This design comes from an exercise in tuning for small area, a short achievable clock period and few clock cycles on the open sky130 flow, not from production work. Function was checked by simulation only, so behaviour that the tests miss may differ from the original. Power is estimated from default activity; no workload was simulated.

==> design/flow/design.v <==
module bsac_lag (
    input  wire        clk,
    input  wire        rst,
    input  wire        in_valid,
    output wire        in_ready,
    input  wire [31:0] in_data,
    input  wire [6:0]  in_min_period,
    output wire        out_valid,
    input  wire        out_ready,
    output wire [6:0]  out_lag,
    output wire [6:0]  out_best_lag,
    output wire [8:0]  out_best_value,
    output wire [8:0]  out_global_max,
    output wire        out_err
);
    localparam integer E   = 4;      
    localparam integer LE  = 2;     
    localparam integer LAT = 3;    
    localparam integer GAP = 1;        
    localparam [6:0]   LASTW = 7'd127 - E + 7'd1;
    localparam [1:0] H_IDLE = 2'd0, H_RUN = 2'd2, H_CHK = 2'd3;
    reg        have;       
    reg [2:0]  beat;
    reg        busy;       
    reg        pre;        
    reg        is_sw;      
    reg        is_gap;
    reg        is_st;      
    reg        iss;        
    reg [1:0]  gapc;
    reg [LAT-1:0] tv;      
    reg        rv;         
    reg        hgo;        
    reg [1:0]  hs;         
    reg        dn;         
    reg        ov;         
    reg [255:0] nb;        
    reg [255:0] pk;
    reg [255:0] sh;
    reg [6:0]   mp_ld;     
    reg [6:0]   mp;        
    reg [6:0]   ij;        
    reg [14:0]  mk;        
    reg [LAT-1:0] tm;      
    reg [6:0]   tj [0:LAT-1];
    reg [E-1:0] tf [0:LAT-1];   
    wire        in_rdy  = !have;
    wire        beat_ok = in_valid && in_rdy;
    wire [255:0] pkm;
    genvar gb;
    generate
        for (gb = 0; gb < 32; gb = gb + 1) begin : g_mask
            if (gb < 15) begin : g_m
                assign pkm[8*gb +: 8] = pk[8*gb +: 8] & {8{mk[gb]}};
            end else begin : g_n
                assign pkm[8*gb +: 8] = pk[8*gb +: 8];
            end
        end
    endgenerate
    wire [8:0] cv [0:E-1];
    wire [E-1:0] iflag;
    genvar ge;
    generate
        for (ge = 0; ge < E; ge = ge + 1) begin : g_eng
            wire [255:0] she = sh << ge;
            bsac_popcnt u_pc (.clk(clk), .x(pkm ^ she), .c(cv[ge]));
            assign iflag[ge] = ({1'b0, ij} + ge) >= {1'b0, mp};
        end
    endgenerate
    integer li;
    always @(posedge clk) begin
        tm[0] <= is_st;
        tj[0] <= ij;
        tf[0] <= iflag;
        for (li = 1; li < LAT; li = li + 1) begin
            tm[li] <= tm[li-1];
            tj[li] <= tj[li-1];
            tf[li] <= tf[li-1];
        end
    end
    wire         c_v = tv[LAT-1];
    wire         c_m = tm[LAT-1];
    wire [6:0]   c_j = tj[LAT-1];
    wire [E-1:0] c_f = tf[LAT-1];
    reg [8:0]  g;
    reg [8:0]  bv;
    reg [6:0]  blr;
    wire [6:0] bl = blr;
    wire [9:0] g34 = ({1'b0, g} + {g, 1'b0}) >> 2;    
    reg [127:0] pass;
    reg [7:0]  dl;             
    localparam integer NP = E / 2;
    reg [8:0]  pmax [0:NP-1];
    reg [8:0]  pmin [0:NP-1];
    reg [LE:0] pidx [0:NP-1];
    reg [NP-1:0] pany;
    reg [6:0]  rj;
    integer pe;
    always @(posedge clk) begin
        for (pe = 0; pe < NP; pe = pe + 1) begin
            pmax[pe] <= (cv[2*pe+1] > cv[2*pe]) ? cv[2*pe+1] : cv[2*pe];
            pany[pe] <= c_f[2*pe] || c_f[2*pe+1];
            if (c_f[2*pe] && (!c_f[2*pe+1] || cv[2*pe] <= cv[2*pe+1])) begin
                pmin[pe] <= cv[2*pe];
                pidx[pe] <= 2 * pe;
            end else begin
                pmin[pe] <= cv[2*pe+1];
                pidx[pe] <= 2 * pe + 1;
            end
        end
        rj <= c_j;
    end
    wire [E-1:0] pbit;
    generate
        for (ge = 0; ge < E; ge = ge + 1) begin : g_pass
            wire [10:0] c5 = {2'b0, cv[ge]} + {cv[ge], 2'b0};
            assign pbit[ge] = c5 <= {1'b0, g34};
        end
    endgenerate
    wire       m0  = pany[0] && pmin[0] < bv;
    wire       m1  = (NP > 1) && pany[NP-1] && pmin[NP-1] < bv &&
                     (!m0 || pmin[NP-1] < pmin[0]);
    wire       x0  = pmax[0] > g && (NP == 1 || pmax[0] >= pmax[NP-1]);
    wire       x1  = (NP > 1) && pmax[NP-1] > g && pmax[NP-1] > pmax[0];
    integer pw;
    always @(posedge clk) begin
        if (c_v && c_m) begin
            for (pw = 0; pw < 128 / E; pw = pw + 1)
                if (c_j[6:LE] == pw)
                    pass[pw*E +: E] <= pbit;
            dl <= {1'b0, c_j} + E;
        end
        if (is_gap)
            dl <= 8'd0;
        if (pre) begin
            g  <= 9'd0;
            bv <= 9'h1ff;
        end else if (rv) begin
            if (x1)
                g <= pmax[NP-1];
            else if (x0)
                g <= pmax[0];
            if (m1) begin
                bv  <= pmin[NP-1];
                blr <= rj + pidx[NP-1];
            end else if (m0) begin
                bv  <= pmin[0];
                blr <= rj + pidx[0];
            end
        end
    end
    reg [6:0]  d;          
    reg [6:0]  ed;         
    reg [6:0]  qq;         
    reg [6:0]  rr;         
    reg [6:0]  k;
    reg [6:0]  tgt;        
    reg [6:0]  racc;       
    reg        cph;        
    reg        pk_r, cv_r;
    reg [6:0]  rlag;
    reg        rerr;
    reg [2:0]  mpl;        
    reg        mp2;        
    reg        ds_act;
    reg [6:0]  ds_d;
    reg [8:0]  ds_d3;      
    function [8:0] r4step;
        input [6:0] rem;
        input [1:0] nn;
        input [6:0] dd;
        input [8:0] d3;        
        reg   [9:0] rr4, t1, t2, t3;
        begin
            rr4 = {1'b0, rem, nn};
            t1 = rr4 - {3'b0, dd};
            t2 = rr4 - {2'b0, dd, 1'b0};
            t3 = rr4 - {1'b0, d3};
            if (!t3[9])
                r4step = {2'd3, t3[6:0]};
            else if (!t2[9])
                r4step = {2'd2, t2[6:0]};
            else if (!t1[9])
                r4step = {2'd1, t1[6:0]};
            else
                r4step = {2'd0, rr4[6:0]};
        end
    endfunction
    reg        a_v, b_v;
    reg [6:0]  a_d, a_r, b_d, b_r;
    reg [8:0]  a_d3, b_d3;
    reg [2:0]  a_q;
    reg [4:0]  b_q;
    reg        dv_ov, dv_pk, dv_cv, dv_lt;
    reg [6:0]  dv_r, dv_q;
    wire       q6 = bl[6] && ds_d == 7'd1;
    wire [8:0] sa = r4step({6'd0, bl[6] && !q6}, bl[5:4], ds_d, ds_d3);
    wire [8:0] sb = r4step(a_r, bl[3:2], a_d, a_d3);
    wire [8:0] sc = r4step(b_r, bl[1:0], b_d, b_d3);
    wire [3:0] pk4 = pass[{b_q, 2'b00} +: 4];
    wire [3:0] cv4, lt4;
    genvar gq;
    generate
        for (gq = 0; gq < 4; gq = gq + 1) begin : g_q4
            assign cv4[gq] = {1'b0, b_q, gq[1:0]} < dl;
            assign lt4[gq] = {b_q, gq[1:0]} < mp;
        end
    endgenerate
    reg        stall;      
    always @(posedge clk) if (!stall) begin
        a_d  <= ds_d;
        a_d3 <= ds_d3;
        a_r  <= sa[6:0];
        a_q  <= {q6, sa[8:7]};
        b_d  <= a_d;
        b_d3 <= a_d3;
        b_r  <= sb[6:0];
        b_q  <= {a_q, sb[8:7]};
        dv_r  <= sc[6:0];
        dv_q  <= {b_q, sc[8:7]};
        dv_pk <= pk4[sc[8:7]];
        dv_cv <= cv4[sc[8:7]];
        dv_lt <= lt4[sc[8:7]];
    end
    wire       qhit  = dv_ov;
    reg        ed2, d2, klast;    
    wire       qskip = qhit && (dv_lt || (dv_cv && !dv_pk));
    wire       qpass = dv_cv && dv_pk;           
    wire [7:0] r2    = {dv_r, 1'b0};
    wire       c2    = r2 >= {1'b0, ed};
    reg  [7:0] rrd;        
    reg  [6:0] qq1;        
    wire [7:0] rsum  = {1'b0, racc} + {1'b0, rr};
    wire [7:0] rsmd  = {1'b0, racc} + rrd;
    wire       rcy   = !rsmd[7];
    wire [6:0] tgt_a = tgt + qq;
    wire [6:0] tgt_b = tgt + qq1;
    wire       cdec  = (hs == H_CHK) && cph && cv_r;    
    wire       hshort = {1'b0, bl} < {mp, 1'b0};        
    wire [10:0] bl11 = {1'b0, bl, 3'b0} + {3'b0, bl, 1'b0} + {4'b0, bl};
    wire [6:0] d0    = mp2 ? bl11 >> ({1'b0, mpl} + 4'd4) : bl >> mpl;
    reg        fin;
    reg [6:0]  fin_lag;
    always @(*) begin
        fin = 1'b0;
        fin_lag = bl;
        if (hgo && (mp == 7'd0 || hshort)) begin
            fin = 1'b1;
            if (mp == 7'd0)
                fin_lag = 7'd0;
        end
        case (hs)
        H_RUN: if (qhit) begin
            if (qskip && ed2)
                fin = 1'b1;
            if (!qskip && qpass && ed2) begin
                fin = 1'b1;
                fin_lag = dv_q;
            end
        end
        H_CHK: if (cdec) begin
            if (pk_r) begin
                if (klast) begin
                    fin = 1'b1;
                    fin_lag = qq;
                end
            end else if (d2) begin
                fin = 1'b1;
            end
        end
        default: ;
        endcase
    end
    reg [6:0]  d0r;
    reg        hgo2, chgp, chg;
    wire       lastm = rv && rj == LASTW;
    wire       sps   = lastm && mp != 7'd0;
    wire       rsx   = hgo2 && chg && (hs == H_RUN);
    wire       ds_rs = sps || rsx;
    wire [8:0] d0x3  = {2'b0, d0r} + {1'b0, d0r, 1'b0};
    wire di_v = ds_act && !ds_rs && !stall;
    always @(posedge clk) begin
        d0r <= d0;
        if (rv)
            chgp <= m0 || m1;
        if (lastm)
            chg <= m0 || m1 || chgp;
        if (ds_rs) begin
            ds_d  <= d0r;
            ds_d3 <= d0x3;
        end else if (ds_act && !stall) begin
            ds_d  <= ds_d - 7'd1;
            ds_d3 <= ds_d3 - 9'd3;
        end
        pk_r <= pass[tgt];
        cv_r <= {1'b0, tgt} < dl;
        if (ds_rs) begin
            ed  <= d0r;
            ed2 <= d0r == 7'd2;
        end
        case (hs)
        H_RUN: if (qhit) begin
            if (qskip) begin
                ed  <= ed - 7'd1;
                ed2 <= ed == 7'd3;
            end else begin
                qq   <= dv_q;
                qq1  <= dv_q + 7'd1;
                rrd  <= {1'b0, dv_r} - {1'b0, ed};
                rr   <= dv_r;
                d    <= ed;
                d2   <= ed2;
                cph  <= 1'b0;
                if (qpass) begin
                    tgt   <= {dv_q[5:0], 1'b0} + {6'd0, c2};
                    racc  <= c2 ? r2 - ed : r2[6:0];
                    k     <= 7'd2;
                    klast <= ed == 7'd3;
                end else begin
                    tgt   <= dv_q;
                    racc  <= dv_r;
                    k     <= 7'd1;
                    klast <= ed2;
                end
            end
        end
        H_CHK: begin
            cph <= !cph;
            if (cdec) begin
                if (pk_r) begin
                    k <= k + 7'd1;
                    klast <= k + 7'd2 == d;
                    if (rcy) begin
                        racc <= rsmd[6:0];
                        tgt  <= tgt_b;
                    end else begin
                        racc <= rsum[6:0];
                        tgt  <= tgt_a;
                    end
                end else begin
                    ed  <= d - 7'd1;
                    ed2 <= d == 7'd3;
                end
            end
        end
        default: ;
        endcase
        if (fin) begin
            rlag <= fin_lag;
            rerr <= (mp == 7'd0);
        end
        if (beat_ok && beat == 3'd7)
            mp_ld <= in_min_period;
    end
    reg [6:0]  o_lag, o_bl;
    reg [8:0]  o_bv, o_g;
    reg        o_err;
    wire copy  = dn && !ov;
    wire start = have && !busy && (!dn || !ov);
    wire iss_nx = pre ||
                  (is_sw && ij != LASTW) ||
                  (is_gap && gapc == GAP - 1) ||
                  (is_st && iss && ij != LASTW && !fin &&
                   !((hs != H_IDLE) && ({1'b0, ij} + E >= {1'b0, bl})));
    wire [6:0] ij_nx = (!iss || (is_sw && ij == LASTW)) ? 7'd0 : ij + E;
    integer mb;
    always @(posedge clk) begin
        if (beat_ok)
            nb <= {nb[223:0], in_data};
        if (start)
            pk <= nb;
        if (iss)
            sh <= sh << E;
        else
            sh <= pk;
        if (copy) begin
            o_lag <= rlag;
            o_err <= rerr;
            o_bl  <= blr;
            o_bv  <= bv;
            o_g   <= g;
        end
        if (start) begin
            mp  <= mp_ld;
            mpl <= mp_ld[6] ? 3'd6 : mp_ld[5] ? 3'd5 : mp_ld[4] ? 3'd4 :
                   mp_ld[3] ? 3'd3 : mp_ld[2] ? 3'd2 : mp_ld[1] ? 3'd1 : 3'd0;
            mp2 <= mp_ld[6] ? mp_ld[5] : mp_ld[5] ? mp_ld[4] : mp_ld[4] ? mp_ld[3] :
                   mp_ld[3] ? mp_ld[2] : mp_ld[2] ? mp_ld[1] : mp_ld[1] ? mp_ld[0] : 1'b0;
        end
        ij <= ij_nx;
        for (mb = 0; mb < 15; mb = mb + 1)
            mk[mb] <= mb >= ij_nx[6:3];
    end
    always @(posedge clk) begin
        if (rst) begin
            have   <= 1'b0;
            beat   <= 3'd0;
            busy   <= 1'b0;
            pre    <= 1'b0;
            is_sw  <= 1'b0;
            is_gap <= 1'b0;
            is_st  <= 1'b0;
            iss    <= 1'b0;
            gapc   <= 2'd0;
            tv     <= {LAT{1'b0}};
            rv     <= 1'b0;
            hgo    <= 1'b0;
            hgo2   <= 1'b0;
            hs     <= H_IDLE;
            stall  <= 1'b0;
            dn     <= 1'b0;
            ov     <= 1'b0;
            ds_act <= 1'b0;
            a_v    <= 1'b0;
            b_v    <= 1'b0;
            dv_ov  <= 1'b0;
        end else begin
            if (beat_ok) begin
                beat <= beat + 3'd1;
                if (beat == 3'd7)
                    have <= 1'b1;
            end
            pre <= start;
            if (start) begin
                have <= 1'b0;
                busy <= 1'b1;
            end
            iss <= iss_nx;
            if (pre)
                is_sw <= 1'b1;
            if (is_sw && ij == LASTW) begin
                is_sw  <= 1'b0;
                is_gap <= 1'b1;
                gapc   <= 2'd0;
            end
            if (is_gap) begin
                gapc <= gapc + 2'd1;
                if (gapc == GAP - 1) begin
                    is_gap <= 1'b0;
                    is_st  <= 1'b1;
                end
            end
            if (is_st && !iss_nx)
                is_st <= 1'b0;
            tv  <= {tv[LAT-2:0], iss};
            rv  <= c_v && !c_m;
            hgo <= rv && rj == LASTW;
            hgo2 <= hgo;
            if (rsx) begin
                a_v   <= 1'b0;
                b_v   <= 1'b0;
                dv_ov <= 1'b0;
            end else if (!stall) begin
                a_v   <= di_v;
                b_v   <= a_v;
                dv_ov <= b_v;
            end
            if (ds_rs)
                ds_act <= 1'b1;
            else if (ds_act && ds_d == 7'd2 && !stall)
                ds_act <= 1'b0;
            stall <= ((hs == H_RUN) && qhit && !qskip && !fin) ||
                     ((hs == H_CHK) && !(cdec && !pk_r) && !fin);
            if (hgo && !fin)
                hs <= H_RUN;
            case (hs)
            H_RUN: if (qhit && !qskip) hs <= H_CHK;
            H_CHK: if (cdec && !pk_r && !fin) hs <= H_RUN;
            default: ;
            endcase
            if (fin) begin
                hs     <= H_IDLE;
                ds_act <= 1'b0;
                busy   <= 1'b0;
                dn     <= 1'b1;
            end
            if (ov && out_ready)
                ov <= 1'b0;
            if (copy) begin
                dn <= 1'b0;
                ov <= 1'b1;
            end
        end
    end
    assign in_ready       = in_rdy;
    assign out_valid      = ov;
    assign out_lag        = o_lag;
    assign out_best_lag   = o_bl;
    assign out_best_value = o_bv;
    assign out_global_max = o_g;
    assign out_err        = o_err;
endmodule
module bsac_popcnt (input wire clk, input wire [255:0] x, output reg [8:0] c);
    wire s1;
    wire k2;
    wire s3;
    wire k4;
    wire s5;
    wire k6;
    wire s7;
    wire k8;
    wire s9;
    wire k10;
    wire s11;
    wire k12;
    wire s13;
    wire k14;
    wire s15;
    wire k16;
    wire s17;
    wire k18;
    wire s19;
    wire k20;
    wire s21;
    wire k22;
    wire s23;
    wire k24;
    wire s25;
    wire k26;
    wire s27;
    wire k28;
    wire s29;
    wire k30;
    wire s31;
    wire k32;
    wire s33;
    wire k34;
    wire s35;
    wire k36;
    wire s37;
    wire k38;
    wire s39;
    wire k40;
    wire s41;
    wire k42;
    wire s43;
    wire k44;
    wire s45;
    wire k46;
    wire s47;
    wire k48;
    wire s49;
    wire k50;
    wire s51;
    wire k52;
    wire s53;
    wire k54;
    wire s55;
    wire k56;
    wire s57;
    wire k58;
    wire s59;
    wire k60;
    wire s61;
    wire k62;
    wire s63;
    wire k64;
    wire s65;
    wire k66;
    wire s67;
    wire k68;
    wire s69;
    wire k70;
    wire s71;
    wire k72;
    wire s73;
    wire k74;
    wire s75;
    wire k76;
    wire s77;
    wire k78;
    wire s79;
    wire k80;
    wire s81;
    wire k82;
    wire s83;
    wire k84;
    wire s85;
    wire k86;
    wire s87;
    wire k88;
    wire s89;
    wire k90;
    wire s91;
    wire k92;
    wire s93;
    wire k94;
    wire s95;
    wire k96;
    wire s97;
    wire k98;
    wire s99;
    wire k100;
    wire s101;
    wire k102;
    wire s103;
    wire k104;
    wire s105;
    wire k106;
    wire s107;
    wire k108;
    wire s109;
    wire k110;
    wire s111;
    wire k112;
    wire s113;
    wire k114;
    wire s115;
    wire k116;
    wire s117;
    wire k118;
    wire s119;
    wire k120;
    wire s121;
    wire k122;
    wire s123;
    wire k124;
    wire s125;
    wire k126;
    wire s127;
    wire k128;
    wire s129;
    wire k130;
    wire s131;
    wire k132;
    wire s133;
    wire k134;
    wire s135;
    wire k136;
    wire s137;
    wire k138;
    wire s139;
    wire k140;
    wire s141;
    wire k142;
    wire s143;
    wire k144;
    wire s145;
    wire k146;
    wire s147;
    wire k148;
    wire s149;
    wire k150;
    wire s151;
    wire k152;
    wire s153;
    wire k154;
    wire s155;
    wire k156;
    wire s157;
    wire k158;
    wire s159;
    wire k160;
    wire s161;
    wire k162;
    wire s163;
    wire k164;
    wire s165;
    wire k166;
    wire s167;
    wire k168;
    wire s169;
    wire k170;
    wire s171;
    wire k172;
    wire s173;
    wire k174;
    wire s175;
    wire k176;
    wire s177;
    wire k178;
    wire s179;
    wire k180;
    wire s181;
    wire k182;
    wire s183;
    wire k184;
    wire s185;
    wire k186;
    wire s187;
    wire k188;
    wire s189;
    wire k190;
    wire s191;
    wire k192;
    wire s193;
    wire k194;
    wire s195;
    wire k196;
    wire s197;
    wire k198;
    wire s199;
    wire k200;
    wire s201;
    wire k202;
    wire s203;
    wire k204;
    wire s205;
    wire k206;
    wire s207;
    wire k208;
    wire s209;
    wire k210;
    wire s211;
    wire k212;
    wire s213;
    wire k214;
    wire s215;
    wire k216;
    wire s217;
    wire k218;
    wire s219;
    wire k220;
    wire s221;
    wire k222;
    wire s223;
    wire k224;
    wire s225;
    wire k226;
    wire s227;
    wire k228;
    wire s229;
    wire k230;
    wire s231;
    wire k232;
    wire s233;
    wire k234;
    wire s235;
    wire k236;
    wire s237;
    wire k238;
    wire s239;
    wire k240;
    wire s241;
    wire k242;
    wire s243;
    wire k244;
    wire s245;
    wire k246;
    wire s247;
    wire k248;
    wire s249;
    wire k250;
    wire s251;
    wire k252;
    wire s253;
    wire k254;
    wire s255;
    wire k256;
    wire s257;
    wire k258;
    wire s259;
    wire k260;
    wire s261;
    wire k262;
    wire s263;
    wire k264;
    wire s265;
    wire k266;
    wire s267;
    wire k268;
    wire s269;
    wire k270;
    wire s271;
    wire k272;
    wire s273;
    wire k274;
    wire s275;
    wire k276;
    wire s277;
    wire k278;
    wire s279;
    wire k280;
    wire s281;
    wire k282;
    wire s283;
    wire k284;
    wire s285;
    wire k286;
    wire s287;
    wire k288;
    wire s289;
    wire k290;
    wire s291;
    wire k292;
    wire s293;
    wire k294;
    wire s295;
    wire k296;
    wire s297;
    wire k298;
    wire s299;
    wire k300;
    wire s301;
    wire k302;
    wire s303;
    wire k304;
    wire s305;
    wire k306;
    wire s307;
    wire k308;
    wire s309;
    wire k310;
    wire s311;
    wire k312;
    wire s313;
    wire k314;
    wire s315;
    wire k316;
    wire s317;
    wire k318;
    wire s319;
    wire k320;
    wire s321;
    wire k322;
    wire s323;
    wire k324;
    wire s325;
    wire k326;
    wire s327;
    wire k328;
    wire s329;
    wire k330;
    wire s331;
    wire k332;
    wire s333;
    wire k334;
    wire s335;
    wire k336;
    wire s337;
    wire k338;
    wire s339;
    wire k340;
    wire s341;
    wire k342;
    wire s343;
    wire k344;
    wire s345;
    wire k346;
    wire s347;
    wire k348;
    wire s349;
    wire k350;
    wire s351;
    wire k352;
    wire s353;
    wire k354;
    wire s355;
    wire k356;
    wire s357;
    wire k358;
    wire s359;
    wire k360;
    wire s361;
    wire k362;
    wire s363;
    wire k364;
    wire s365;
    wire k366;
    wire s367;
    wire k368;
    wire s369;
    wire k370;
    wire s371;
    wire k372;
    wire s373;
    wire k374;
    wire s375;
    wire k376;
    wire s377;
    wire k378;
    wire s379;
    wire k380;
    wire s381;
    wire k382;
    wire s383;
    wire k384;
    wire s385;
    wire k386;
    wire s387;
    wire k388;
    wire s389;
    wire k390;
    wire s391;
    wire k392;
    wire s393;
    wire k394;
    wire s395;
    wire k396;
    wire s397;
    wire k398;
    wire s399;
    wire k400;
    wire s401;
    wire k402;
    wire s403;
    wire k404;
    wire s405;
    wire k406;
    wire s407;
    wire k408;
    wire s409;
    wire k410;
    wire s411;
    wire k412;
    reg r413;
    reg r414;
    reg r415;
    reg r416;
    reg r417;
    reg r418;
    reg r419;
    reg r420;
    reg r421;
    reg r422;
    reg r423;
    reg r424;
    reg r425;
    reg r426;
    reg r427;
    reg r428;
    reg r429;
    reg r430;
    reg r431;
    reg r432;
    reg r433;
    reg r434;
    reg r435;
    reg r436;
    reg r437;
    reg r438;
    reg r439;
    reg r440;
    reg r441;
    reg r442;
    reg r443;
    reg r444;
    reg r445;
    reg r446;
    reg r447;
    reg r448;
    reg r449;
    reg r450;
    reg r451;
    reg r452;
    reg r453;
    reg r454;
    reg r455;
    reg r456;
    reg r457;
    reg r458;
    reg r459;
    reg r460;
    reg r461;
    reg r462;
    reg r463;
    reg r464;
    reg r465;
    wire s466;
    wire k467;
    wire s468;
    wire k469;
    wire s470;
    wire k471;
    wire s472;
    wire k473;
    wire s474;
    wire k475;
    wire s476;
    wire k477;
    wire s478;
    wire k479;
    wire s480;
    wire k481;
    wire s482;
    wire k483;
    wire s484;
    wire k485;
    wire s486;
    wire k487;
    wire s488;
    wire k489;
    wire s490;
    wire k491;
    wire s492;
    wire k493;
    wire s494;
    wire k495;
    wire s496;
    wire k497;
    wire s498;
    wire k499;
    wire s500;
    wire k501;
    wire s502;
    wire k503;
    wire s504;
    wire k505;
    wire s506;
    wire k507;
    wire s508;
    wire k509;
    wire s510;
    wire k511;
    wire s512;
    wire k513;
    wire s514;
    wire k515;
    wire s516;
    wire k517;
    wire s518;
    wire k519;
    wire s520;
    wire k521;
    wire s522;
    wire k523;
    wire s524;
    wire k525;
    wire s526;
    wire k527;
    wire s528;
    wire k529;
    wire s530;
    wire k531;
    wire s532;
    wire k533;
    wire s534;
    wire k535;
    wire s536;
    wire k537;
    wire s538;
    wire k539;
    wire s540;
    wire k541;
    wire s542;
    wire k543;
    wire s544;
    wire k545;
    wire s546;
    wire k547;
    wire s548;
    wire k549;
    reg r550;
    reg r551;
    reg r552;
    reg r553;
    reg r554;
    reg r555;
    reg r556;
    reg r557;
    reg r558;
    reg r559;
    reg r560;
    reg r561;
    reg r562;
    reg r563;
    reg r564;
    reg r565;
    reg r566;
    wire s567;
    wire k568;
    wire s569;
    wire k570;
    wire s571;
    wire k572;
    assign {k2, s1} = {1'b0,x[0]} + {1'b0,x[1]} + {1'b0,x[2]};
    assign {k4, s3} = {1'b0,x[3]} + {1'b0,x[4]} + {1'b0,x[5]};
    assign {k6, s5} = {1'b0,x[6]} + {1'b0,x[7]} + {1'b0,x[8]};
    assign {k8, s7} = {1'b0,x[9]} + {1'b0,x[10]} + {1'b0,x[11]};
    assign {k10, s9} = {1'b0,x[12]} + {1'b0,x[13]} + {1'b0,x[14]};
    assign {k12, s11} = {1'b0,x[15]} + {1'b0,x[16]} + {1'b0,x[17]};
    assign {k14, s13} = {1'b0,x[18]} + {1'b0,x[19]} + {1'b0,x[20]};
    assign {k16, s15} = {1'b0,x[21]} + {1'b0,x[22]} + {1'b0,x[23]};
    assign {k18, s17} = {1'b0,x[24]} + {1'b0,x[25]} + {1'b0,x[26]};
    assign {k20, s19} = {1'b0,x[27]} + {1'b0,x[28]} + {1'b0,x[29]};
    assign {k22, s21} = {1'b0,x[30]} + {1'b0,x[31]} + {1'b0,x[32]};
    assign {k24, s23} = {1'b0,x[33]} + {1'b0,x[34]} + {1'b0,x[35]};
    assign {k26, s25} = {1'b0,x[36]} + {1'b0,x[37]} + {1'b0,x[38]};
    assign {k28, s27} = {1'b0,x[39]} + {1'b0,x[40]} + {1'b0,x[41]};
    assign {k30, s29} = {1'b0,x[42]} + {1'b0,x[43]} + {1'b0,x[44]};
    assign {k32, s31} = {1'b0,x[45]} + {1'b0,x[46]} + {1'b0,x[47]};
    assign {k34, s33} = {1'b0,x[48]} + {1'b0,x[49]} + {1'b0,x[50]};
    assign {k36, s35} = {1'b0,x[51]} + {1'b0,x[52]} + {1'b0,x[53]};
    assign {k38, s37} = {1'b0,x[54]} + {1'b0,x[55]} + {1'b0,x[56]};
    assign {k40, s39} = {1'b0,x[57]} + {1'b0,x[58]} + {1'b0,x[59]};
    assign {k42, s41} = {1'b0,x[60]} + {1'b0,x[61]} + {1'b0,x[62]};
    assign {k44, s43} = {1'b0,x[63]} + {1'b0,x[64]} + {1'b0,x[65]};
    assign {k46, s45} = {1'b0,x[66]} + {1'b0,x[67]} + {1'b0,x[68]};
    assign {k48, s47} = {1'b0,x[69]} + {1'b0,x[70]} + {1'b0,x[71]};
    assign {k50, s49} = {1'b0,x[72]} + {1'b0,x[73]} + {1'b0,x[74]};
    assign {k52, s51} = {1'b0,x[75]} + {1'b0,x[76]} + {1'b0,x[77]};
    assign {k54, s53} = {1'b0,x[78]} + {1'b0,x[79]} + {1'b0,x[80]};
    assign {k56, s55} = {1'b0,x[81]} + {1'b0,x[82]} + {1'b0,x[83]};
    assign {k58, s57} = {1'b0,x[84]} + {1'b0,x[85]} + {1'b0,x[86]};
    assign {k60, s59} = {1'b0,x[87]} + {1'b0,x[88]} + {1'b0,x[89]};
    assign {k62, s61} = {1'b0,x[90]} + {1'b0,x[91]} + {1'b0,x[92]};
    assign {k64, s63} = {1'b0,x[93]} + {1'b0,x[94]} + {1'b0,x[95]};
    assign {k66, s65} = {1'b0,x[96]} + {1'b0,x[97]} + {1'b0,x[98]};
    assign {k68, s67} = {1'b0,x[99]} + {1'b0,x[100]} + {1'b0,x[101]};
    assign {k70, s69} = {1'b0,x[102]} + {1'b0,x[103]} + {1'b0,x[104]};
    assign {k72, s71} = {1'b0,x[105]} + {1'b0,x[106]} + {1'b0,x[107]};
    assign {k74, s73} = {1'b0,x[108]} + {1'b0,x[109]} + {1'b0,x[110]};
    assign {k76, s75} = {1'b0,x[111]} + {1'b0,x[112]} + {1'b0,x[113]};
    assign {k78, s77} = {1'b0,x[114]} + {1'b0,x[115]} + {1'b0,x[116]};
    assign {k80, s79} = {1'b0,x[117]} + {1'b0,x[118]} + {1'b0,x[119]};
    assign {k82, s81} = {1'b0,x[120]} + {1'b0,x[121]} + {1'b0,x[122]};
    assign {k84, s83} = {1'b0,x[123]} + {1'b0,x[124]} + {1'b0,x[125]};
    assign {k86, s85} = {1'b0,x[126]} + {1'b0,x[127]} + {1'b0,x[128]};
    assign {k88, s87} = {1'b0,x[129]} + {1'b0,x[130]} + {1'b0,x[131]};
    assign {k90, s89} = {1'b0,x[132]} + {1'b0,x[133]} + {1'b0,x[134]};
    assign {k92, s91} = {1'b0,x[135]} + {1'b0,x[136]} + {1'b0,x[137]};
    assign {k94, s93} = {1'b0,x[138]} + {1'b0,x[139]} + {1'b0,x[140]};
    assign {k96, s95} = {1'b0,x[141]} + {1'b0,x[142]} + {1'b0,x[143]};
    assign {k98, s97} = {1'b0,x[144]} + {1'b0,x[145]} + {1'b0,x[146]};
    assign {k100, s99} = {1'b0,x[147]} + {1'b0,x[148]} + {1'b0,x[149]};
    assign {k102, s101} = {1'b0,x[150]} + {1'b0,x[151]} + {1'b0,x[152]};
    assign {k104, s103} = {1'b0,x[153]} + {1'b0,x[154]} + {1'b0,x[155]};
    assign {k106, s105} = {1'b0,x[156]} + {1'b0,x[157]} + {1'b0,x[158]};
    assign {k108, s107} = {1'b0,x[159]} + {1'b0,x[160]} + {1'b0,x[161]};
    assign {k110, s109} = {1'b0,x[162]} + {1'b0,x[163]} + {1'b0,x[164]};
    assign {k112, s111} = {1'b0,x[165]} + {1'b0,x[166]} + {1'b0,x[167]};
    assign {k114, s113} = {1'b0,x[168]} + {1'b0,x[169]} + {1'b0,x[170]};
    assign {k116, s115} = {1'b0,x[171]} + {1'b0,x[172]} + {1'b0,x[173]};
    assign {k118, s117} = {1'b0,x[174]} + {1'b0,x[175]} + {1'b0,x[176]};
    assign {k120, s119} = {1'b0,x[177]} + {1'b0,x[178]} + {1'b0,x[179]};
    assign {k122, s121} = {1'b0,x[180]} + {1'b0,x[181]} + {1'b0,x[182]};
    assign {k124, s123} = {1'b0,x[183]} + {1'b0,x[184]} + {1'b0,x[185]};
    assign {k126, s125} = {1'b0,x[186]} + {1'b0,x[187]} + {1'b0,x[188]};
    assign {k128, s127} = {1'b0,x[189]} + {1'b0,x[190]} + {1'b0,x[191]};
    assign {k130, s129} = {1'b0,x[192]} + {1'b0,x[193]} + {1'b0,x[194]};
    assign {k132, s131} = {1'b0,x[195]} + {1'b0,x[196]} + {1'b0,x[197]};
    assign {k134, s133} = {1'b0,x[198]} + {1'b0,x[199]} + {1'b0,x[200]};
    assign {k136, s135} = {1'b0,x[201]} + {1'b0,x[202]} + {1'b0,x[203]};
    assign {k138, s137} = {1'b0,x[204]} + {1'b0,x[205]} + {1'b0,x[206]};
    assign {k140, s139} = {1'b0,x[207]} + {1'b0,x[208]} + {1'b0,x[209]};
    assign {k142, s141} = {1'b0,x[210]} + {1'b0,x[211]} + {1'b0,x[212]};
    assign {k144, s143} = {1'b0,x[213]} + {1'b0,x[214]} + {1'b0,x[215]};
    assign {k146, s145} = {1'b0,x[216]} + {1'b0,x[217]} + {1'b0,x[218]};
    assign {k148, s147} = {1'b0,x[219]} + {1'b0,x[220]} + {1'b0,x[221]};
    assign {k150, s149} = {1'b0,x[222]} + {1'b0,x[223]} + {1'b0,x[224]};
    assign {k152, s151} = {1'b0,x[225]} + {1'b0,x[226]} + {1'b0,x[227]};
    assign {k154, s153} = {1'b0,x[228]} + {1'b0,x[229]} + {1'b0,x[230]};
    assign {k156, s155} = {1'b0,x[231]} + {1'b0,x[232]} + {1'b0,x[233]};
    assign {k158, s157} = {1'b0,x[234]} + {1'b0,x[235]} + {1'b0,x[236]};
    assign {k160, s159} = {1'b0,x[237]} + {1'b0,x[238]} + {1'b0,x[239]};
    assign {k162, s161} = {1'b0,x[240]} + {1'b0,x[241]} + {1'b0,x[242]};
    assign {k164, s163} = {1'b0,x[243]} + {1'b0,x[244]} + {1'b0,x[245]};
    assign {k166, s165} = {1'b0,x[246]} + {1'b0,x[247]} + {1'b0,x[248]};
    assign {k168, s167} = {1'b0,x[249]} + {1'b0,x[250]} + {1'b0,x[251]};
    assign {k170, s169} = {1'b0,x[252]} + {1'b0,x[253]} + {1'b0,x[254]};
    assign {k172, s171} = {1'b0,s1} + {1'b0,s3} + {1'b0,s5};
    assign {k174, s173} = {1'b0,s7} + {1'b0,s9} + {1'b0,s11};
    assign {k176, s175} = {1'b0,s13} + {1'b0,s15} + {1'b0,s17};
    assign {k178, s177} = {1'b0,s19} + {1'b0,s21} + {1'b0,s23};
    assign {k180, s179} = {1'b0,s25} + {1'b0,s27} + {1'b0,s29};
    assign {k182, s181} = {1'b0,s31} + {1'b0,s33} + {1'b0,s35};
    assign {k184, s183} = {1'b0,s37} + {1'b0,s39} + {1'b0,s41};
    assign {k186, s185} = {1'b0,s43} + {1'b0,s45} + {1'b0,s47};
    assign {k188, s187} = {1'b0,s49} + {1'b0,s51} + {1'b0,s53};
    assign {k190, s189} = {1'b0,s55} + {1'b0,s57} + {1'b0,s59};
    assign {k192, s191} = {1'b0,s61} + {1'b0,s63} + {1'b0,s65};
    assign {k194, s193} = {1'b0,s67} + {1'b0,s69} + {1'b0,s71};
    assign {k196, s195} = {1'b0,s73} + {1'b0,s75} + {1'b0,s77};
    assign {k198, s197} = {1'b0,s79} + {1'b0,s81} + {1'b0,s83};
    assign {k200, s199} = {1'b0,s85} + {1'b0,s87} + {1'b0,s89};
    assign {k202, s201} = {1'b0,s91} + {1'b0,s93} + {1'b0,s95};
    assign {k204, s203} = {1'b0,s97} + {1'b0,s99} + {1'b0,s101};
    assign {k206, s205} = {1'b0,s103} + {1'b0,s105} + {1'b0,s107};
    assign {k208, s207} = {1'b0,s109} + {1'b0,s111} + {1'b0,s113};
    assign {k210, s209} = {1'b0,s115} + {1'b0,s117} + {1'b0,s119};
    assign {k212, s211} = {1'b0,s121} + {1'b0,s123} + {1'b0,s125};
    assign {k214, s213} = {1'b0,s127} + {1'b0,s129} + {1'b0,s131};
    assign {k216, s215} = {1'b0,s133} + {1'b0,s135} + {1'b0,s137};
    assign {k218, s217} = {1'b0,s139} + {1'b0,s141} + {1'b0,s143};
    assign {k220, s219} = {1'b0,s145} + {1'b0,s147} + {1'b0,s149};
    assign {k222, s221} = {1'b0,s151} + {1'b0,s153} + {1'b0,s155};
    assign {k224, s223} = {1'b0,s157} + {1'b0,s159} + {1'b0,s161};
    assign {k226, s225} = {1'b0,s163} + {1'b0,s165} + {1'b0,s167};
    assign {k228, s227} = {1'b0,s169} + {1'b0,x[255]};
    assign {k230, s229} = {1'b0,k2} + {1'b0,k4} + {1'b0,k6};
    assign {k232, s231} = {1'b0,k8} + {1'b0,k10} + {1'b0,k12};
    assign {k234, s233} = {1'b0,k14} + {1'b0,k16} + {1'b0,k18};
    assign {k236, s235} = {1'b0,k20} + {1'b0,k22} + {1'b0,k24};
    assign {k238, s237} = {1'b0,k26} + {1'b0,k28} + {1'b0,k30};
    assign {k240, s239} = {1'b0,k32} + {1'b0,k34} + {1'b0,k36};
    assign {k242, s241} = {1'b0,k38} + {1'b0,k40} + {1'b0,k42};
    assign {k244, s243} = {1'b0,k44} + {1'b0,k46} + {1'b0,k48};
    assign {k246, s245} = {1'b0,k50} + {1'b0,k52} + {1'b0,k54};
    assign {k248, s247} = {1'b0,k56} + {1'b0,k58} + {1'b0,k60};
    assign {k250, s249} = {1'b0,k62} + {1'b0,k64} + {1'b0,k66};
    assign {k252, s251} = {1'b0,k68} + {1'b0,k70} + {1'b0,k72};
    assign {k254, s253} = {1'b0,k74} + {1'b0,k76} + {1'b0,k78};
    assign {k256, s255} = {1'b0,k80} + {1'b0,k82} + {1'b0,k84};
    assign {k258, s257} = {1'b0,k86} + {1'b0,k88} + {1'b0,k90};
    assign {k260, s259} = {1'b0,k92} + {1'b0,k94} + {1'b0,k96};
    assign {k262, s261} = {1'b0,k98} + {1'b0,k100} + {1'b0,k102};
    assign {k264, s263} = {1'b0,k104} + {1'b0,k106} + {1'b0,k108};
    assign {k266, s265} = {1'b0,k110} + {1'b0,k112} + {1'b0,k114};
    assign {k268, s267} = {1'b0,k116} + {1'b0,k118} + {1'b0,k120};
    assign {k270, s269} = {1'b0,k122} + {1'b0,k124} + {1'b0,k126};
    assign {k272, s271} = {1'b0,k128} + {1'b0,k130} + {1'b0,k132};
    assign {k274, s273} = {1'b0,k134} + {1'b0,k136} + {1'b0,k138};
    assign {k276, s275} = {1'b0,k140} + {1'b0,k142} + {1'b0,k144};
    assign {k278, s277} = {1'b0,k146} + {1'b0,k148} + {1'b0,k150};
    assign {k280, s279} = {1'b0,k152} + {1'b0,k154} + {1'b0,k156};
    assign {k282, s281} = {1'b0,k158} + {1'b0,k160} + {1'b0,k162};
    assign {k284, s283} = {1'b0,k164} + {1'b0,k166} + {1'b0,k168};
    assign {k286, s285} = {1'b0,s171} + {1'b0,s173} + {1'b0,s175};
    assign {k288, s287} = {1'b0,s177} + {1'b0,s179} + {1'b0,s181};
    assign {k290, s289} = {1'b0,s183} + {1'b0,s185} + {1'b0,s187};
    assign {k292, s291} = {1'b0,s189} + {1'b0,s191} + {1'b0,s193};
    assign {k294, s293} = {1'b0,s195} + {1'b0,s197} + {1'b0,s199};
    assign {k296, s295} = {1'b0,s201} + {1'b0,s203} + {1'b0,s205};
    assign {k298, s297} = {1'b0,s207} + {1'b0,s209} + {1'b0,s211};
    assign {k300, s299} = {1'b0,s213} + {1'b0,s215} + {1'b0,s217};
    assign {k302, s301} = {1'b0,s219} + {1'b0,s221} + {1'b0,s223};
    assign {k304, s303} = {1'b0,s225} + {1'b0,s227};
    assign {k306, s305} = {1'b0,k172} + {1'b0,k174} + {1'b0,k176};
    assign {k308, s307} = {1'b0,k178} + {1'b0,k180} + {1'b0,k182};
    assign {k310, s309} = {1'b0,k184} + {1'b0,k186} + {1'b0,k188};
    assign {k312, s311} = {1'b0,k190} + {1'b0,k192} + {1'b0,k194};
    assign {k314, s313} = {1'b0,k196} + {1'b0,k198} + {1'b0,k200};
    assign {k316, s315} = {1'b0,k202} + {1'b0,k204} + {1'b0,k206};
    assign {k318, s317} = {1'b0,k208} + {1'b0,k210} + {1'b0,k212};
    assign {k320, s319} = {1'b0,k214} + {1'b0,k216} + {1'b0,k218};
    assign {k322, s321} = {1'b0,k220} + {1'b0,k222} + {1'b0,k224};
    assign {k324, s323} = {1'b0,k226} + {1'b0,k228} + {1'b0,s229};
    assign {k326, s325} = {1'b0,s231} + {1'b0,s233} + {1'b0,s235};
    assign {k328, s327} = {1'b0,s237} + {1'b0,s239} + {1'b0,s241};
    assign {k330, s329} = {1'b0,s243} + {1'b0,s245} + {1'b0,s247};
    assign {k332, s331} = {1'b0,s249} + {1'b0,s251} + {1'b0,s253};
    assign {k334, s333} = {1'b0,s255} + {1'b0,s257} + {1'b0,s259};
    assign {k336, s335} = {1'b0,s261} + {1'b0,s263} + {1'b0,s265};
    assign {k338, s337} = {1'b0,s267} + {1'b0,s269} + {1'b0,s271};
    assign {k340, s339} = {1'b0,s273} + {1'b0,s275} + {1'b0,s277};
    assign {k342, s341} = {1'b0,s279} + {1'b0,s281} + {1'b0,s283};
    assign {k344, s343} = {1'b0,k230} + {1'b0,k232} + {1'b0,k234};
    assign {k346, s345} = {1'b0,k236} + {1'b0,k238} + {1'b0,k240};
    assign {k348, s347} = {1'b0,k242} + {1'b0,k244} + {1'b0,k246};
    assign {k350, s349} = {1'b0,k248} + {1'b0,k250} + {1'b0,k252};
    assign {k352, s351} = {1'b0,k254} + {1'b0,k256} + {1'b0,k258};
    assign {k354, s353} = {1'b0,k260} + {1'b0,k262} + {1'b0,k264};
    assign {k356, s355} = {1'b0,k266} + {1'b0,k268} + {1'b0,k270};
    assign {k358, s357} = {1'b0,k272} + {1'b0,k274} + {1'b0,k276};
    assign {k360, s359} = {1'b0,k278} + {1'b0,k280} + {1'b0,k282};
    assign {k362, s361} = {1'b0,s285} + {1'b0,s287} + {1'b0,s289};
    assign {k364, s363} = {1'b0,s291} + {1'b0,s293} + {1'b0,s295};
    assign {k366, s365} = {1'b0,s297} + {1'b0,s299} + {1'b0,s301};
    assign {k368, s367} = {1'b0,k286} + {1'b0,k288} + {1'b0,k290};
    assign {k370, s369} = {1'b0,k292} + {1'b0,k294} + {1'b0,k296};
    assign {k372, s371} = {1'b0,k298} + {1'b0,k300} + {1'b0,k302};
    assign {k374, s373} = {1'b0,k304} + {1'b0,s305} + {1'b0,s307};
    assign {k376, s375} = {1'b0,s309} + {1'b0,s311} + {1'b0,s313};
    assign {k378, s377} = {1'b0,s315} + {1'b0,s317} + {1'b0,s319};
    assign {k380, s379} = {1'b0,s321} + {1'b0,s323} + {1'b0,s325};
    assign {k382, s381} = {1'b0,s327} + {1'b0,s329} + {1'b0,s331};
    assign {k384, s383} = {1'b0,s333} + {1'b0,s335} + {1'b0,s337};
    assign {k386, s385} = {1'b0,s339} + {1'b0,s341} + {1'b0,k170};
    assign {k388, s387} = {1'b0,k306} + {1'b0,k308} + {1'b0,k310};
    assign {k390, s389} = {1'b0,k312} + {1'b0,k314} + {1'b0,k316};
    assign {k392, s391} = {1'b0,k318} + {1'b0,k320} + {1'b0,k322};
    assign {k394, s393} = {1'b0,k324} + {1'b0,k326} + {1'b0,k328};
    assign {k396, s395} = {1'b0,k330} + {1'b0,k332} + {1'b0,k334};
    assign {k398, s397} = {1'b0,k336} + {1'b0,k338} + {1'b0,k340};
    assign {k400, s399} = {1'b0,k342} + {1'b0,s343} + {1'b0,s345};
    assign {k402, s401} = {1'b0,s347} + {1'b0,s349} + {1'b0,s351};
    assign {k404, s403} = {1'b0,s353} + {1'b0,s355} + {1'b0,s357};
    assign {k406, s405} = {1'b0,s359} + {1'b0,k284};
    assign {k408, s407} = {1'b0,k344} + {1'b0,k346} + {1'b0,k348};
    assign {k410, s409} = {1'b0,k350} + {1'b0,k352} + {1'b0,k354};
    assign {k412, s411} = {1'b0,k356} + {1'b0,k358} + {1'b0,k360};
    assign {k467, s466} = {1'b0,r413} + {1'b0,r414} + {1'b0,r415};
    assign {k469, s468} = {1'b0,r417} + {1'b0,r418} + {1'b0,r419};
    assign {k471, s470} = {1'b0,r420} + {1'b0,r421} + {1'b0,r422};
    assign {k473, s472} = {1'b0,r423} + {1'b0,r424} + {1'b0,r425};
    assign {k475, s474} = {1'b0,r426} + {1'b0,r427} + {1'b0,r428};
    assign {k477, s476} = {1'b0,r430} + {1'b0,r431} + {1'b0,r432};
    assign {k479, s478} = {1'b0,r433} + {1'b0,r434} + {1'b0,r435};
    assign {k481, s480} = {1'b0,r436} + {1'b0,r437} + {1'b0,r438};
    assign {k483, s482} = {1'b0,r439} + {1'b0,r440} + {1'b0,r441};
    assign {k485, s484} = {1'b0,r442} + {1'b0,r443} + {1'b0,r444};
    assign {k487, s486} = {1'b0,r445} + {1'b0,r446} + {1'b0,r447};
    assign {k489, s488} = {1'b0,r448} + {1'b0,r449};
    assign {k491, s490} = {1'b0,r450} + {1'b0,r451} + {1'b0,r452};
    assign {k493, s492} = {1'b0,r453} + {1'b0,r454} + {1'b0,r455};
    assign {k495, s494} = {1'b0,r456} + {1'b0,r457} + {1'b0,r458};
    assign {k497, s496} = {1'b0,r459} + {1'b0,r460} + {1'b0,r461};
    assign {k499, s498} = {1'b0,r463} + {1'b0,r464} + {1'b0,r465};
    assign {k501, s500} = {1'b0,k467} + {1'b0,s468} + {1'b0,s470};
    assign {k503, s502} = {1'b0,s472} + {1'b0,s474} + {1'b0,r429};
    assign {k505, s504} = {1'b0,k469} + {1'b0,k471} + {1'b0,k473};
    assign {k507, s506} = {1'b0,k475} + {1'b0,s476} + {1'b0,s478};
    assign {k509, s508} = {1'b0,s480} + {1'b0,s482} + {1'b0,s484};
    assign {k511, s510} = {1'b0,s486} + {1'b0,s488};
    assign {k513, s512} = {1'b0,k477} + {1'b0,k479} + {1'b0,k481};
    assign {k515, s514} = {1'b0,k483} + {1'b0,k485} + {1'b0,k487};
    assign {k517, s516} = {1'b0,k489} + {1'b0,s490} + {1'b0,s492};
    assign {k519, s518} = {1'b0,s494} + {1'b0,s496} + {1'b0,r462};
    assign {k521, s520} = {1'b0,k491} + {1'b0,k493} + {1'b0,k495};
    assign {k523, s522} = {1'b0,k497} + {1'b0,s498};
    assign {k525, s524} = {1'b0,k501} + {1'b0,k503} + {1'b0,s504};
    assign {k527, s526} = {1'b0,s506} + {1'b0,s508} + {1'b0,s510};
    assign {k529, s528} = {1'b0,k505} + {1'b0,k507} + {1'b0,k509};
    assign {k531, s530} = {1'b0,k511} + {1'b0,s512} + {1'b0,s514};
    assign {k533, s532} = {1'b0,s516} + {1'b0,s518};
    assign {k535, s534} = {1'b0,k513} + {1'b0,k515} + {1'b0,k517};
    assign {k537, s536} = {1'b0,k519} + {1'b0,s520} + {1'b0,s522};
    assign {k539, s538} = {1'b0,k521} + {1'b0,k523} + {1'b0,k499};
    assign {k541, s540} = {1'b0,k525} + {1'b0,k527} + {1'b0,s528};
    assign {k543, s542} = {1'b0,s530} + {1'b0,s532};
    assign {k545, s544} = {1'b0,k529} + {1'b0,k531} + {1'b0,k533};
    assign {k547, s546} = {1'b0,s534} + {1'b0,s536};
    assign {k549, s548} = {1'b0,k535} + {1'b0,k537} + {1'b0,s538};
    assign {k568, s567} = {1'b0,r558} + {1'b0,r559} + {1'b0,r560};
    assign {k570, s569} = {1'b0,r562} + {1'b0,r563} + {1'b0,r564};
    assign {k572, s571} = {1'b0,k570} + {1'b0,r565} + {1'b0,r566};
    always @(posedge clk) begin
        r413 <= s361;
        r414 <= s363;
        r415 <= s365;
        r416 <= s303;
        r417 <= k362;
        r418 <= k364;
        r419 <= k366;
        r420 <= s367;
        r421 <= s369;
        r422 <= s371;
        r423 <= s373;
        r424 <= s375;
        r425 <= s377;
        r426 <= s379;
        r427 <= s381;
        r428 <= s383;
        r429 <= s385;
        r430 <= k368;
        r431 <= k370;
        r432 <= k372;
        r433 <= k374;
        r434 <= k376;
        r435 <= k378;
        r436 <= k380;
        r437 <= k382;
        r438 <= k384;
        r439 <= k386;
        r440 <= s387;
        r441 <= s389;
        r442 <= s391;
        r443 <= s393;
        r444 <= s395;
        r445 <= s397;
        r446 <= s399;
        r447 <= s401;
        r448 <= s403;
        r449 <= s405;
        r450 <= k388;
        r451 <= k390;
        r452 <= k392;
        r453 <= k394;
        r454 <= k396;
        r455 <= k398;
        r456 <= k400;
        r457 <= k402;
        r458 <= k404;
        r459 <= k406;
        r460 <= s407;
        r461 <= s409;
        r462 <= s411;
        r463 <= k408;
        r464 <= k410;
        r465 <= k412;
        r550 <= s466;
        r551 <= r416;
        r552 <= s500;
        r553 <= s502;
        r554 <= s524;
        r555 <= s526;
        r556 <= s540;
        r557 <= s542;
        r558 <= k541;
        r559 <= k543;
        r560 <= s544;
        r561 <= s546;
        r562 <= k545;
        r563 <= k547;
        r564 <= s548;
        r565 <= k549;
        r566 <= k539;
    end
    wire [8:0] ra = {1'b0, k572, s571, k568, s567, r556, r554, r552, r550};
    wire [8:0] rb = {1'b0, 1'b0, 1'b0, s569, r561, r557, r555, r553, r551};
    always @(posedge clk) c <= ra + rb;
endmodule
==> design/flow/flow/run.sh <==
#!/bin/bash
# The standard layout (the standard.sh: ORFS from synthesis to the final
# layout, unchanged clock and constraints) with two changes to how it is made:
#  - each input and output port is buffered with sky130_fd_sc_hd__buf_4
#    instead of the flow's default buffer choice;
#  - timing repair aims for 6.5 ns of setup slack instead of 5 ns.
set -e
export BUFFER_PORTS_ARGS="-buffer_cell sky130_fd_sc_hd__buf_4"
sed 's/SETUP_SLACK_MARGIN=[0-9.]*/SETUP_SLACK_MARGIN=6.5/' standard.sh > standard_m.sh
bash standard_m.sh > standard.log 2>&1
==> design/flow/standard.sh <==
#!/bin/bash
# synth_recipe.tcl (not shown) runs the flow's synth.tcl, then flattens the netlist and writes it again
# the make line also repeats each setting of config.mk as NAME=value (left out here)
make -C /OpenROAD-flow-scripts/flow DESIGN_CONFIG=/design/flow/config.mk WORK_HOME=/design/flow/orfs CLKGATE_MAP_FILE= SYNTH_SCRIPT=/design/flow/synth_recipe.tcl "${@:-finish}"
==> design/flow/config.mk <==
export PLATFORM = sky130hd
export DESIGN_NAME = bsac_lag
export DESIGN_NICKNAME = bsac_lag
export VERILOG_FILES = /design/flow/design.v
export SDC_FILE = /design/flow/constraint.sdc
export NUM_CORES = 4
export LEC_CHECK = 0
export ABC_AREA = 1
export CAP_MARGIN = 20
export CORE_MARGIN = 2
export CORE_UTILIZATION = 40
export PLACE_DENSITY = 0.6
export SETUP_SLACK_MARGIN = 5
export SLEW_MARGIN = 20
==> design/flow/constraint.sdc <==
create_clock -name core_clock -period 10.0 [get_ports {clk}]
set_input_delay 2.0000 -clock core_clock [delete_from_list [all_inputs] [get_ports {clk}]]
set_output_delay 2.0000 -clock core_clock [all_outputs]
set_load 0.01 [all_outputs]
==> results of run 1 <==
==> cell type report <==
class                      instances  area, µm²  area share
sequential                      1590      40400       0.389
timing repair buffer             120       1060      0.0103
antenna                            3       7.51   0.0000723
clock inverter                   102       1230      0.0118
inverter                        1093       4120      0.0397
multi-input combinational       5623      48100       0.464
clock buffer                     233       4880      0.0470
tap                             3150       3940      0.0380
==> power groups by stage <==
| stage | clock network [µW] | logic [µW] | registers (µW) |
|---|---|---|---|
| floorplan | 0 | 4220 | 8300 |
| global placement | 0 | 6260 | 8620 |
| detailed placement | 0 | 6360 | 8630 |
| CTS | 6920 | 6770 | 8480 |
| global route | 7150 | 7810 | 8520 |
| finish | 6780 | 6870 | 8470 |
==> logic make-up (layout without fill, tap and decap cells) <==
family                     count (synthesis)  after routing  synth area share
xor gates and xnor gates                1147           1147             0.106
and+or+nand+nor                         2590           2592             0.111
buffers and inverters                   1640           1548            0.0664
adders and majority gates               1350           1350             0.258
AOI/OAI and AO/OA                        533            533            0.0317
other                                      0              3                 0
DFF                                     1590           1590             0.427
muxes                                      1              1          0.000106
==> layer usage <==
layer | global-route usage | routed length [µm] | part of all wire | up-vias
met5 | 0 | 9 | 0.000035 | -
met4 | 0.0815 | 10700 | 0.041 | 2
met3 | 0.0313 | 14800 | 0.057 | 411
met2 | 0.350 | 122000 | 0.47 | 1736
met1 | 0.295 | 112000 | 0.43 | 29290
li1 | - | - | - | 27071
==> how the worst max path moves through the flow <==
stage,end,start,cells after the start
final,out_global_max[7],o_g[7],1
after floorplan,nb[0],in_valid,2
after detailed placement,nb[116],in_valid,5
after global routing,out_global_max[3],o_g[3],1
after CTS,out_global_max[3],o_g[3],1
after global placement,nb[126],in_valid,5
==> synth_stat cells, drive strengths merged, types with 197 or more instances <==
library cell and number:
nand2 1858, fa 996, nand3 373, a21oi 223, o21ai 197, ha 354
nor2 259, clkbuf 346, xnor2 574, inv 1089, buf 201, xor2 573
dfxtp 735, edfxtp 855
==> flip-flops by register name, summed over array words and instances (netlist names), 12 cells and up <==
register / count
sh: 256
pk: 256
tj: 15
mk: 15
g_eng.u_pc.c: 36
pass: 128
nb: 256
pmin: 18
pmax: 18
tf: 12
==> repair_timing <==
item                       4_1_cts  5_1_grt
pin swaps                        5        2
cloned                           2        1
gates resized for setup         22       30
setup endpoints to repair      137      237
buffers inserted                10        7
hold buffers                     0        0
==> metrics by stage <==
stage                     hold WS, ps  cell area [µm²]  utilization  worst slack (ps)  cells
after floorplan                   310            94700            -              3700   8851
after global placement            310            97300        0.414              5620  11556
after detailed placement          312            97300        0.414              5570  11556
after CTS                         297           104000        0.440              6460  11903
after global routing              304           104000        0.441              6480  11912
final                             302           104000        0.441              6550  11914
==> flow_summary.json, run 1 <==
{
  "seqPwrFrac": 0.383,
  "tritoncts": "done",
  "fp.coreArea_mm2": 0.235,
  "cpLargestDelayFamily": "flip-flops",
  "antenna_found_initial": 7,
  "cts-root-buf": "clkbuf_16",
  "relSlewSlack": 0.273,
  "period_needed_ps": 3450,
  "io_buffers": 77,
  "most-common-layout-cells": "nand2_1 (1843), inv_1 (1076), fa_1 (995)",
  "skew_ps": 69.7,
  "holdPathStages": 0,
  "rsz0062_at_grt": "yes",
  "synth_cell_types": 59,
  "layout.nets": 9998,
  "area_growth_syn_to_layout_pct": 9.69,
  "clock_latency_ps": 860,
  "comb_power_share": 0.311,
  "path_buf_inv": 1,
  "max_stage_delay_ps": 470,
  "syn-num-nets": 10244,
  "grt_max_degree": 148,
  "ir_drop_mv": 0.184,
  "grt_overflow": 0,
  "drt_iter0_markers": 4961,
  "synth_cells": 8851,
  "avgViaCountPerCell": 4.91,
  "finalHoldViolations": 0,
  "powerDensity_mw_per_mm2": 213,
  "io_pins": 78,
  "r2r-end": "g_eng[3].u_pc.r413",
  "cts_buffers": 177,
  "fin_crit_sh": 0.345,
  "synth-seq-area-share": 0.427,
  "final_common_cell": "nand2_1",
  "yosys-top-cells-area": "edfxtp_1 (27%), fa_1 (21%), dfxtp_1 (16%), nand2_1 (7.3%), xnor2_1 (5.3%)",
  "ys_ff_latch": 1590,
  "core.rowCount": 178,
  "status": "finished clean",
  "drv_slew": 0,
  "p_sw_uw": 7640,
  "min_to": "tj[2][3]",
  "clockBufferDepth": 3,
  "wl_per_cell_um": 21.8,
  "fmax_ghz": 0.290,
  "die-area_mm2": 0.240,
  "yosys_warnings": 12,
  "ant_nets": 0,
  "drv_cap": 0,
  "path_cells": "buf_6",
  "tightest_slew_ps": 1090,
  "synth_top_area_share": 0.271,
  "drive_gt1_frac": 0.0565,
  "start_kind": "flop",
  "nFillCells": 21940,
  "hold_path.class": "reg -> reg",
  "synth_top_area_cell": "edfxtp_1",
  "synth_edf_count": 855,
  "netSwitchingFraction": 0.345,
  "hold_start": "tj[1][3]",
  "die_h_um": 490,
  "power.share.clock": 0.307,
  "track_usage": 0.216,
  "rr_startpoint": "mk[9]",
  "vias": 58510,
  "grt_first_pass_wirelength_um": 390000,
  "synth_ff_type": "edfxtp_1",
  "grt_pass1_vias": 60541,
  "crit_slowest_cell": "edfxtp_1",
  "async_flop_share": 0,
  "crit_type": "reg -> out",
  "cp.required_ps": 8000,
  "finalSetupTns_ps": 0,
  "regToRegSetupSlack_ps": 6570,
  "place.gp.congestion": 0.946,
  "clk_pin_slew_ps": 60,
  "finalWirelength_um": 260000,
  "endpoint_kind": "primary output",
  "reg2reg_depth": 9,
  "avgSynthCellArea_um2": 10.7,
  "cellLeakagePower_uw": 0.0443,
  "firstDrtPassIters": 9,
  "arrival_ps": 1450,
  "p_int_uw": 14500,
  "path_max_fanout": 1,
  "drc": 0,
  "start_util": 0.402,
  "die_w_um": 490,
  "dpl.hpwl_um": 206000,
  "syn-cell-area_mm2": 0.0946,
  "htree_levels": 4,
  "total_power_uw": 22100,
  "cts.sinks": 1590,
  "setup-violations-final": 0
}
Testbench counts, summed over its fixed seeds: cycles 7,717.
==> run 2, diff against run 1 <==
==> design/flow/flow/run.sh (replaced) <==
#!/bin/bash
# The standard layout (the standard.sh: ORFS from synthesis to the final
# layout, unchanged clock and constraints) with two changes to how it is made:
#  - each input and output port is buffered with sky130_fd_sc_hd__buf_4
#    instead of the flow's default buffer choice;
#  - timing repair aims for 7 ns of setup slack instead of 5 ns.
set -e
export BUFFER_PORTS_ARGS="-buffer_cell sky130_fd_sc_hd__buf_4"
sed 's/SETUP_SLACK_MARGIN=[0-9.]*/SETUP_SLACK_MARGIN=7/' standard.sh > standard_m.sh
bash standard_m.sh > standard.log 2>&1
==> run 2 against run 1 <==
  * Still clean
  * Worst hold slack improved by 20 ps
  * Utilization increased by 4.0 points
  * Global-route usage increased by 0.83 points
  * Sequential cell count unchanged
  * Total power increased by 6.1%
  * Non-clock buffer count increased by 303
  * Clock skew increased by 1.1 ps
  * Routed wire length increased by 5.5%
  * Clock power about the same
  * Fmax increased by 0.33%
  * Critical path type unchanged
==> flow_summary.json, run 2 <==
{
  "regToRegSetupSlack_ps": 6690,
  "die_w_um": 490,
  "setup-violations-final": 0,
  "firstDrtPassIters": 6,
  "hold_path.class": "reg -> reg",
  "cts_buffers": 176,
  "finalSetupTns_ps": 0,
  "synth_most_common_cell": "nand2_1",
  "most-common-layout-cells": "nand2_1 (1720), inv_1 (940), edfxtp_1 (855)",
  "synth_top_area_cell": "edfxtp_1",
  "wl_met2_um": 131000,
  "rr_startpoint": "mk[8]",
  "synth-seq-area-share": 0.427,
  "status": "finished clean",
  "arrival_ps": 1440,
  "fin_crit_sh": 0.344,
  "start_kind": "flop",
  "vias": 60315,
  "highest_layer": "met4",
  "cts-root-buf": "clkbuf_16",
  "htree_levels": 4,
  "skew_ps": 70.8,
  "dpl_cell_area_mm2": 0.0974,
  "synth_cell_types": 59,
  "drt_iter0_markers": 5256,
  "area_growth_syn_to_layout_pct": 19.6,
  "die_h_um": 490,
  "path_max_fanout": 1,
  "drv_slew": 0,
  "postLayoutSetupSlackWorst_ps": 6560,
  "path_buf_inv": 1,
  "crit_slowest_cell": "edfxtp_1",
  "max_stage_delay_ps": 450,
  "clockBufferDepth": 3,
  "dr_wl_met3_um": 15900,
  "syn-cell-area_mm2": 0.0946,
  "synth_ff_type": "edfxtp_1",
  "tritoncts": "done",
  "crit_type": "reg -> out",
  "nFillCells": 20687,
  "endpoint_kind": "primary output",
  "path_cells": "buf_6",
  "drv_cap": 0,
  "final_cell_area_mm2": 0.113,
  "place.gp.congestion": 0.939,
  "yosys-top-cells-area": "edfxtp_1 (27%), fa_1 (21%), dfxtp_1 (16%), nand2_1 (7.3%), xnor2_1 (5.3%)",
  "yosys_warnings": 12,
  "top_regs": "nb: 256 flops, pk: 256 flops, sh: 256 flops",
  "start_util": 0.402,
  "ir_drop_mv": 0.241,
  "cellLeakagePower_uw": 0.0477,
  "worst-path-stages": 1,
  "tightest_slew_ps": 1230,
  "io_pins": 78,
  "wl_met1_um": 118000,
  "powerDensity_mw_per_mm2": 207,
  "ant_nets": 0,
  "fmax_ghz": 0.291,
  "syn-num-nets": 10244,
  "clock_latency_ps": 870,
  "antenna_found_initial": 10,
  "drive_gt1_frac": 0.223,
  "rsz0062_at_grt": "yes",
  "grt_pass1_vias": 61962,
  "layout.nets": 10302,
  "grt_overflow": 0,
  "multi_input_area_mm2": 0.0543,
  "track_usage": 0.225,
  "register_area_mm2": 0.0405,
  "relSlewSlack": 0.182,
  "grt_first_pass_wirelength_um": 403000,
  "hold_buffers": 0,
  "avgViaCountPerCell": 4.94,
  "drc": 0,
  "io_buffers": 77,
  "cts.sinks": 1590,
  "period_needed_ps": 3440,
  "reg2reg_depth": 10,
  "synth_common_cells": "nand2_1 (1851), inv_1 (1081), fa_1 (996)",
  "critPathCapture": "out_best_value[2]",
  "synth_cells": 8851,
  "ys_ff_latch": 1590,
  "async_flop_share": 0,
  "wl_per_cell_um": 22.4,
  "finalWirelength_um": 274000,
  "fp.coreArea_mm2": 0.235,
  "synth_top_area_share": 0.271,
  "cp.required_ps": 8000,
  "avgSynthCellArea_um2": 10.7,
  "finalHoldViolations": 0,
  "die-area_mm2": 0.240,
  "r2r-end": "g_eng[3].u_pc.r413",
  "cpLargestDelayFamily": "flip-flops",
  "crit_start": "o_bv[2]",
  "place_ws_ps": 5790,
  "grt_max_degree": 152,
  "clk_pin_slew_ps": 60,
  "synth_edf_count": 855,
  "final_common_cell": "nand2_1",
  "core.rowCount": 178,
  "dpl.hpwl_um": 209000
}
==> run 2: cell counts after synthesis <==
No cell type changed its count.
==> run 2: cell type report <==
cell class / instances / share of cell area
inverters: 1093 / 0.0366
repair buffers: 423 / 0.0368
diodes: 7 / 0.000155
clock inverters: 113 / 0.0117
well taps: 3150 / 0.0348
clock buffers: 220 / 0.0424
multi-input cells: 5625 / 0.479
flip-flops and latches: 1590 / 0.358
==> run 2: routing by layer <==
layer	GRT usage	vias up
li1	-	27629
met1	0.310	30400
met2	0.369	1896
met3	0.0295	390
met4	0.0681	0
met5	0	-
==> run 2: logic make-up after synthesis <==
group / after synthesis / synth area share
muxes: 1 / 0.000106
adders and majority gates: 1350 / 0.258
and+or+nand+nor: 2590 / 0.111
AOI/OAI and AO/OA: 533 / 0.0317
xor gates and xnor gates: 1147 / 0.106
buffers and inverters: 1640 / 0.0664
DFF: 1590 / 0.427
==> run 2: stage by stage <==
stage / total power (µW) / hold slack (ps) / utilization / instances
6_report: 23500 / 322 / 0.481 / 12221
5_1_grt: 24800 / 330 / 0.481 / 12215
4_1_cts: 23100 / 326 / 0.464 / 12106
3_3_place_gp: 15000 / 311 / 0.414 / 11554
3_5_place_dp: 15100 / 312 / 0.414 / 11554
2_1_floorplan: 12500 / 310 / - / 8851
==> run 2: worst min-delay path by stage <==
| stage | start | to | slack [ps] | depth (start not counted) |
|---|---|---|---|---|
| 6_report | tf[0][3] | tf[1][3] | 320 | 0 |
| 5_1_grt | tj[0][2] | tj[1][2] | 330 | 0 |
| 4_1_cts | tj[0][6] | tj[1][6] | 330 | 0 |
| 3_5_place_dp | tf[1][2] | tf[2][2] | 310 | 0 |
| 3_3_place_gp | tj[1][2] | tj[2][2] | 310 | 0 |
| 2_1_floorplan | g_eng[0].u_pc.r416 | g_eng[0].u_pc.r551 | 310 | 0 |
==> run 2: where the power goes <==
part / leakage, µW / internal, µW / total [µW] / switching, µW
sequential: 0.0142 / 7880 / 8500 / 622
combinational: 0.0305 / 3500 / 8150 / 4650
clock: 0.00296 / 3890 / 6810 / 2920
==> run 2: repair_timing <==
| item | 4_1_cts | 5_1_grt |
|---|---|---|
| gates cloned | 10 | 4 |
| buffers inserted | 209 | 103 |
| resized for setup | 920 | 611 |
| pin swaps | 418 | 373 |
| endpoints found under the setup margin | 771 | 492 |

## re-timing with driven ports
In the flow no input, the clock included, has a driving cell. The finished layouts below were timed again as built, in two steps.
Step 1 (the two cells are an assumption about what drives the block):
set clk [get_ports {clk}]
set_driving_cell -lib_cell sky130_fd_sc_hd__clkbuf_16 $clk
set_driving_cell -lib_cell sky130_fd_sc_hd__buf_2 [delete_from_list [all_inputs] $clk]
Step 2 adds t to the input delays and takes it off the output delays; t is the mean of the earliest and latest rising clock arrival at the registers after step 1. Input paths then give back, and output paths get back, about the clock's delay inside the block.
a / b / c = no drivers / after step 1 / after step 2; a / b = the first two.
run	shift t [ns]	setup WS [ns]	hold slack, ns
run 1	0.917	6.553 / 6.463 / 5.799	0.302 / 0.302 / 0.302
run 2	0.916	6.564 / 6.479 / 6.223	0.322 / 0.322 / 0.322
After both steps every run listed still meets setup and hold. The setup slack of run 1, which loses most, moves by -0.090 ns with the drivers and by -0.754 ns with both steps.
